Context: an optimization exercise on an open-source flow, tuned for small area, a short achievable clock period and few clock cycles per item. The choices shown serve that exercise and are no tape-out recipe. Function was checked by simulation only, so behaviour that the tests miss may differ from the original. Power figures rest on the tool's default switching activity, not on a simulated workload.

== run A ==
## mae_bq
module mae_bq #(
    parameter N_CH = 8
) (
    input  wire        clk,
    input  wire        rst,
    input  wire        cmd_valid,
    output wire        cmd_ready,
    input  wire [31:0] cmd_data,
    output wire        rsp_valid,
    input  wire        rsp_ready,
    output wire [31:0] rsp_data
);
Size: about 1,600 flip-flops, ~92,000 um^2 of cells after synthesis.
clock: 22.0 ns
lec_check: 0
abc_clock_period_in_ps: 4500
cap_margin: 20
core_margin: 2
core_utilization: 40
place_density: 0.6
slew_margin: 20
standard.sh (not shown) runs the stock make flow with config.mk's settings and CLKGATE_MAP_FILE= SYNTH_SCRIPT=/design/flow/synth_recipe.tcl, a recipe that flattens the netlist after the stock synthesis.
==> flow/flow/run.sh <==
#!/bin/bash
# The standard flow, with synthesis unchanged, but with timing repair after
# floorplan, clock tree and global routing aiming for a setup slack of
# MARGIN ns (a clock period of about 22 - MARGIN ns) instead of 0, and the
# port buffers made plain buffers (buf_4) instead of the default choice.
set -euo pipefail
MARGIN=16.0
bash standard.sh synth > synth.log 2>&1
bash standard.sh SETUP_SLACK_MARGIN=$MARGIN TNS_END_PERCENT=100 \
    "BUFFER_PORTS_ARGS=-buffer_cell sky130_fd_sc_hd__buf_4" finish > layout.log 2>&1
Testbench counts of run A, summed over its fixed seeds: cycles 16,867, items 3,200.
Relative to run A, the following input files were edited for run B:
- ABC_CLOCK_PERIOD_IN_PS now 5000, was 4500
- CORE_UTILIZATION now 55, was 40
- PLACE_DENSITY now 0.7, was 0.6
==> flow/flow/run.sh <==
#!/bin/bash
# The standard flow, with synthesis unchanged, but with timing repair after
# placement, clock tree and global routing aiming for a setup slack of
# MARGIN ns (a clock period of about 22 - MARGIN ns) instead of 0.
set -euo pipefail
MARGIN=16.0
bash standard.sh synth > synth.log 2>&1
bash standard.sh SETUP_SLACK_MARGIN=$MARGIN TNS_END_PERCENT=100 finish > layout.log 2>&1
--- outcome ---
- Switching fraction of total power, run A and run B: smaller value in run B
- First-pass GRT wire length: run B vs run A down 4.6%
- Going from run A to run B, non-clock buffer count decreased by about 5.6% relative to the old numbers, largest fanout of any net on the critical path went up by 4.
- Diff run A -> run B | utilization | increase of 17 points
- [compare] base=run A new=run B: met2 routed wirelength lower, number of buffers created by CTS lower.
Input changes introduced in run C (baseline for comparison: run B):
- CORE_UTILIZATION changed from 55 to 40
- PLACE_DENSITY changed from 0.7 to 0.6
--- a/flow/flow/run.sh
+++ b/flow/flow/run.sh
@@ -5,3 +5,3 @@
 set -euo pipefail
-MARGIN=16.0
+MARGIN=15.5
 bash standard.sh synth > synth.log 2>&1
Findings:
- As far as power dissipated in sequential cells is concerned, run B and run C perform about the same.
- Changes observed in run C relative to run B: logic depth of the worst setup path including buffers went down 7; die area now larger.
- Min mean routed wirelength per cell across run B and run C: run C
- Going from run B to run C, total wire length after detailed routing moved up; global-route usage moved down.
--- input diff run C..run D ---
- CORE_UTILIZATION changed from 40 to 55
- PLACE_DENSITY changed from 0.6 to 0.7
==> flow/flow/run.sh <==
#!/bin/bash
# The standard flow, with synthesis unchanged, but with timing repair after
# floorplan, clock tree and global routing aiming for a setup slack of
# MARGIN ns (a clock period of about 22 - MARGIN ns) instead of 0, and the
# port buffers made plain buffers (buf_4) instead of the default choice.
set -euo pipefail
MARGIN=16.0
bash standard.sh synth > synth.log 2>&1
bash standard.sh SETUP_SLACK_MARGIN=$MARGIN TNS_END_PERCENT=100 \
    "BUFFER_PORTS_ARGS=-buffer_cell sky130_fd_sc_hd__buf_4" finish > layout.log 2>&1
==> notes.md <==
The endpoint arrival time on the critical path in run D sits 4.82 ns above the value recorded for run C.
Number of global-route vias before repair of run D exceeds that of run C slightly.
The sequential share of layout area in run D sits 0.22 points below the value recorded for run C.
The worst endpoint required time of run D is higher than that of run C.
[inputs] run E vs run D
- changing CORE_UTILIZATION from 55 to 40
- changing PLACE_DENSITY from 0.7 to 0.6
==> flow/flow/run.sh <==
#!/bin/bash
# The standard flow, with synthesis unchanged, but with timing repair after
# placement, clock tree and global routing aiming for a setup slack of
# MARGIN ns (a clock period of about 22 - MARGIN ns) instead of 0.
set -euo pipefail
MARGIN=15.8
bash standard.sh synth > synth.log 2>&1
bash standard.sh SETUP_SLACK_MARGIN=$MARGIN TNS_END_PERCENT=100 finish > layout.log 2>&1
==> notes.md <==
Lower final-layout non-clock buffer area share was reported by run E, not run D.
From run D to run E the numbers moved as follows: layout net count neither gained nor lost much, site row count went up about 17%, overall power now sits higher.
When run E is set beside run D, its number of fill cells in the layout turns out to be 8,190 larger.
| final critical-path required period | higher: run E |
Diff run D -> run E: synthesized instance count flat, power in sequential cells flat, pin count of the biggest net entering global routing up 4.1%, routed wire length up 4.8%.

-- afterwards: timing with drivers on the ports --
No port has a modelled driver above. Below, the same layouts with a new extraction and two added sets of constraints. Step 1 sets driving cells, clkbuf_16 on the clock port and buf_2 on the other inputs (assumed; they add their load-dependent delay and slew). Step 2 moves the port delays by t, midway between the first and last clock arrival at a register: inputs arrive t later, outputs are due t later. That takes back most of the time a late clock gives input paths. a / b / c = ideal / step 1 / step 2; a / b = the first two.
run | shift t [ns] | setup WS [ns] | latest minus earliest clock arrival (ns) | pins driven straight from the clock port
run A | 0.905 | 16.071 / 15.979 / 15.222 | 0.069 / 0.070 | 1
run B | 0.899 | 15.996 / 15.988 / 15.150 | 0.055 / 0.055 | 1
run C | 0.909 | 15.646 / 15.543 / 14.826 | 0.068 / 0.067 | 1
run D | 0.885 | 15.975 / 16.005 / 15.120 | 0.068 / 0.068 | 1
run E | 0.916 | 15.869 / 15.778 / 15.024 | 0.070 / 0.070 | 1
After both steps setup and hold are still met in every run listed. The setup slack of run D, which loses most, moves by +0.030 ns with the drivers and by -0.855 ns with both steps.
